Source: an optimization exercise on an open RTL-to-GDS flow (aim: small area, a short achievable clock period and few clock cycles). Production flows keep margins and buffers that such runs may drop. Only simulation tests tie the RTL to the original design; equivalence was not proved. Power figures rest on the tool's default switching activity, not on a simulated workload.

== job 6261 ==
## ea_engine
module ea_engine (
    input  wire        clk,
    input  wire        rst,
    input  wire        req,
    input  wire        we,
    input  wire [1:0]  space,
    input  wire [7:0]  addr,
    input  wire [31:0] wdata,
    output reg  [31:0] rdata,
    output wire        busy
);
For scale: about 9200 cells after synthesis, about 70000 um^2 of cells after synthesis.
clock: 12.0 ns
lec_check: 0
abc_area: 1
cap_margin: 20
core_margin: 2
core_utilization: 45
setup_slack_margin: 5
slew_margin: 20
synth_hierarchical: 1
run.sh (not shown) runs the stock make flow with config.mk's settings and CLKGATE_MAP_FILE= SYNTH_SCRIPT=/design/flow/synth_recipe.tcl, a recipe that flattens the netlist after the stock synthesis.
Testbench counts of job 6261, summed over its fixed seeds: cycles 12,639.
For job 4570, these inputs were changed with respect to job 6261:
- an added TNS_END_PERCENT of 0
==> run notes <==
Job 4570 against job 6261: total length of routed met2 wires decreased by 2.0% relative to the old numbers; detailed-routed wire length on met3 shrank by about 5%; timing-limited maximum frequency has decreased. Job 6261 reports its first element of the critical path as sm$_SDFFE_PP0P_ while job 4570 reports addr[7].
Here is what was changed in the inputs of job 6811 compared with job 4570.
- putting CTS_BUF_LIST at sky130_fd_sc_hd__clkbuf_8 where nothing was set
--- outcome ---
- The met3 demand-to-capacity share in global routing of job 4570 and that of job 6811 are within noise of each other.
- In the metrics for job 4570 and job 6811, the one carrying the lower critical path depth is job 6811.
- Cells: job 6811 has more instances than job 4570
[inputs] job 7194 vs job 6811
- changing SETUP_SLACK_MARGIN from 5 to 4.6
- removing CTS_BUF_LIST (formerly sky130_fd_sc_hd__clkbuf_8)
Notes after the runs:
Job 6811 → job 7194: via total after detailed routing -760; maximum level of the CTS H-tree went down 1; final hold violation count roughly the same; count of clock-buffer cells in the layout now sits lower; share of total power in sequential cells now smaller.
Job 7194 vs job 6811, count of non-filler cells in the finished layout went down by 1.3%.
Job 7194 against job 6811; fmax is down by a few percent.

* * *

Another version of the RTL of ea_engine (not shown whole).
Size in the first run: ~7,400 cells after synthesis, ~930 flip-flops, about 79 I/O pins, about 69,000 µm² of cells after synthesis.
clock: 12.0 ns
lec_check: 0
cap_margin: 20
core_margin: 2
core_utilization: 45
setup_slack_margin: 5
slew_margin: 20
Testbench counts at the start, summed over its fixed seeds: cycles 12,607.
Then changed:
--- a/flow/config.mk
+++ b/flow/config.mk
@@ -8,5 +8,4 @@
 export CAP_MARGIN = 20
 export CORE_MARGIN = 2
-export CORE_UTILIZATION = 45
-export SETUP_SLACK_MARGIN = 5
+export CORE_UTILIZATION = 40
 export SLEW_MARGIN = 20
=>
- The new run completed without violations
- setup slack gets worse by 2800 ps
- power shrinks by 2.9%
- critical path depth went down by 1
- fmax fell by 27%
- hold slack barely changes
- sequential share of layout area rose by 2.7 points
- die area grows by 12%
- global-route usage goes down by 6.9 points

* * *

Another version of the RTL of ea_engine (not shown whole).
Size: ~9,100 cells after synthesis, roughly 1,000 flip-flops, about 79 I/O pins, roughly 70,000 um^2 of cells after synthesis.
Settings: LEC_CHECK=0, ABC_AREA=1, CAP_MARGIN=20, CORE_MARGIN=2, CORE_UTILIZATION=45, SETUP_SLACK_MARGIN=5, SLEW_MARGIN=20, SYNTH_HIERARCHICAL=1, TNS_END_PERCENT=10; clock period 12.0 ns.
The first run passed the timing, DRC and antenna checks.
Testbench counts at the start, summed over its fixed seeds: cycles 12,639.
Edit:
TNS_END_PERCENT = 0   (was 10)
The changed run completed with no timing, DRC or antenna violations.
Power went down slightly.
Worst hold slack is about the same.
Utilization drops by 0.57 points.
Sequential power is about the same.
Routed wire length shrinks slightly.
Cell count goes down slightly.
Fmax is lower slightly.

* * *

the baseline:
Another version of the RTL of ea_engine (not shown whole).
Size in the first run: roughly 9,000 cells after synthesis, roughly 970 flip-flops, roughly 69,000 sq um of cells after synthesis.
==> flow/config.mk <==
export PLATFORM = sky130hd
export DESIGN_NAME = ea_engine
export DESIGN_NICKNAME = ea_engine
export VERILOG_FILES = /design/flow/design.v
export SDC_FILE = /design/flow/constraint.sdc
export NUM_CORES = 4
export LEC_CHECK = 0
export ABC_AREA = 1
export CAP_MARGIN = 20
export CORE_MARGIN = 2
export CORE_UTILIZATION = 45
export SETUP_SLACK_MARGIN = 5
export SLEW_MARGIN = 20
export SYNTH_HIERARCHICAL = 1
export TNS_END_PERCENT = 10
==> flow/constraint.sdc <==
create_clock -name core_clock -period 12.0 [get_ports {clk}]
set_input_delay 2.4000 -clock core_clock [delete_from_list [all_inputs] [get_ports {clk}]]
set_output_delay 2.4000 -clock core_clock [all_outputs]
set_load 0.01 [all_outputs]
Testbench counts of the baseline, summed over its fixed seeds: cycles 12,639.
For the candidate, these inputs were changed with respect to the baseline:
Settings: TNS_END_PERCENT: 10 -> 0.
==> run notes <==
- Per the comparison of the candidate with the baseline, number of setup buffers added after CTS went down; total power consumption of the routed design did not really move; sequential fraction of total cell area went up; total leakage power went down.
- Cell count (the candidate vs. the baseline) decreases slightly
- Between the candidate and the baseline, the difference in setup slack on the worst flop-to-flop path is negligible.
- Max setup slack across the candidate and the baseline: the baseline
- Measured against each other, the candidate and the baseline differ in data-path buffer share of cell area in the final layout, the higher figure coming from the baseline.
- Max minimum clock period across the candidate and the baseline: the candidate

-- re-timing with driven ports --
Ports are ideal in the flow. The routed layouts listed here were re-timed in OpenROAD. Step 1 assumes that a clkbuf_16 drives the clock port and a buf_2 every other input. Step 2 times the ports against the registers' clock, not the clock port: input delays grow and output delays shrink by t, the midpoint of the rising clock arrivals with the driver on. Three values: no drivers, after step 1, after step 2; two values: the first two.
run | t (ns) | setup slack, ns | worst register clock-pin slew, ns
job 6261 | 0.876 | 4.641 / 4.612 / 4.055 | 0.07 / 0.07
job 4570 | 0.873 | 4.488 / 4.467 / 3.797 | 0.08 / 0.08
job 6811 | 1.071 | 4.420 / 4.358 / 3.782 | 0.08 / 0.08
job 7194 | 0.881 | 3.975 / 4.048 / 3.167 | 0.07 / 0.07
the first run of note 2 | 0.833 | 4.353 / 4.074 / 3.775 | 0.07 / 0.07
the second run of note 2 | 0.859 | 1.579 / 1.556 / 1.556 | 0.07 / 0.07
the first run of note 3 | 0.851 | 4.733 / 4.684 / 4.061 | 0.07 / 0.07
the second run of note 3 | 0.851 | 4.603 / 4.577 / 4.025 | 0.07 / 0.07
the baseline | 0.879 | 4.481 / 4.481 / 3.780 | 0.07 / 0.07
the candidate | 0.873 | 4.475 / 4.475 / 3.742 | 0.07 / 0.07
After both steps setup and hold are still met in every run listed. The setup slack of job 7194, which loses most, moves by +0.073 ns with the drivers and by -0.808 ns with both steps.
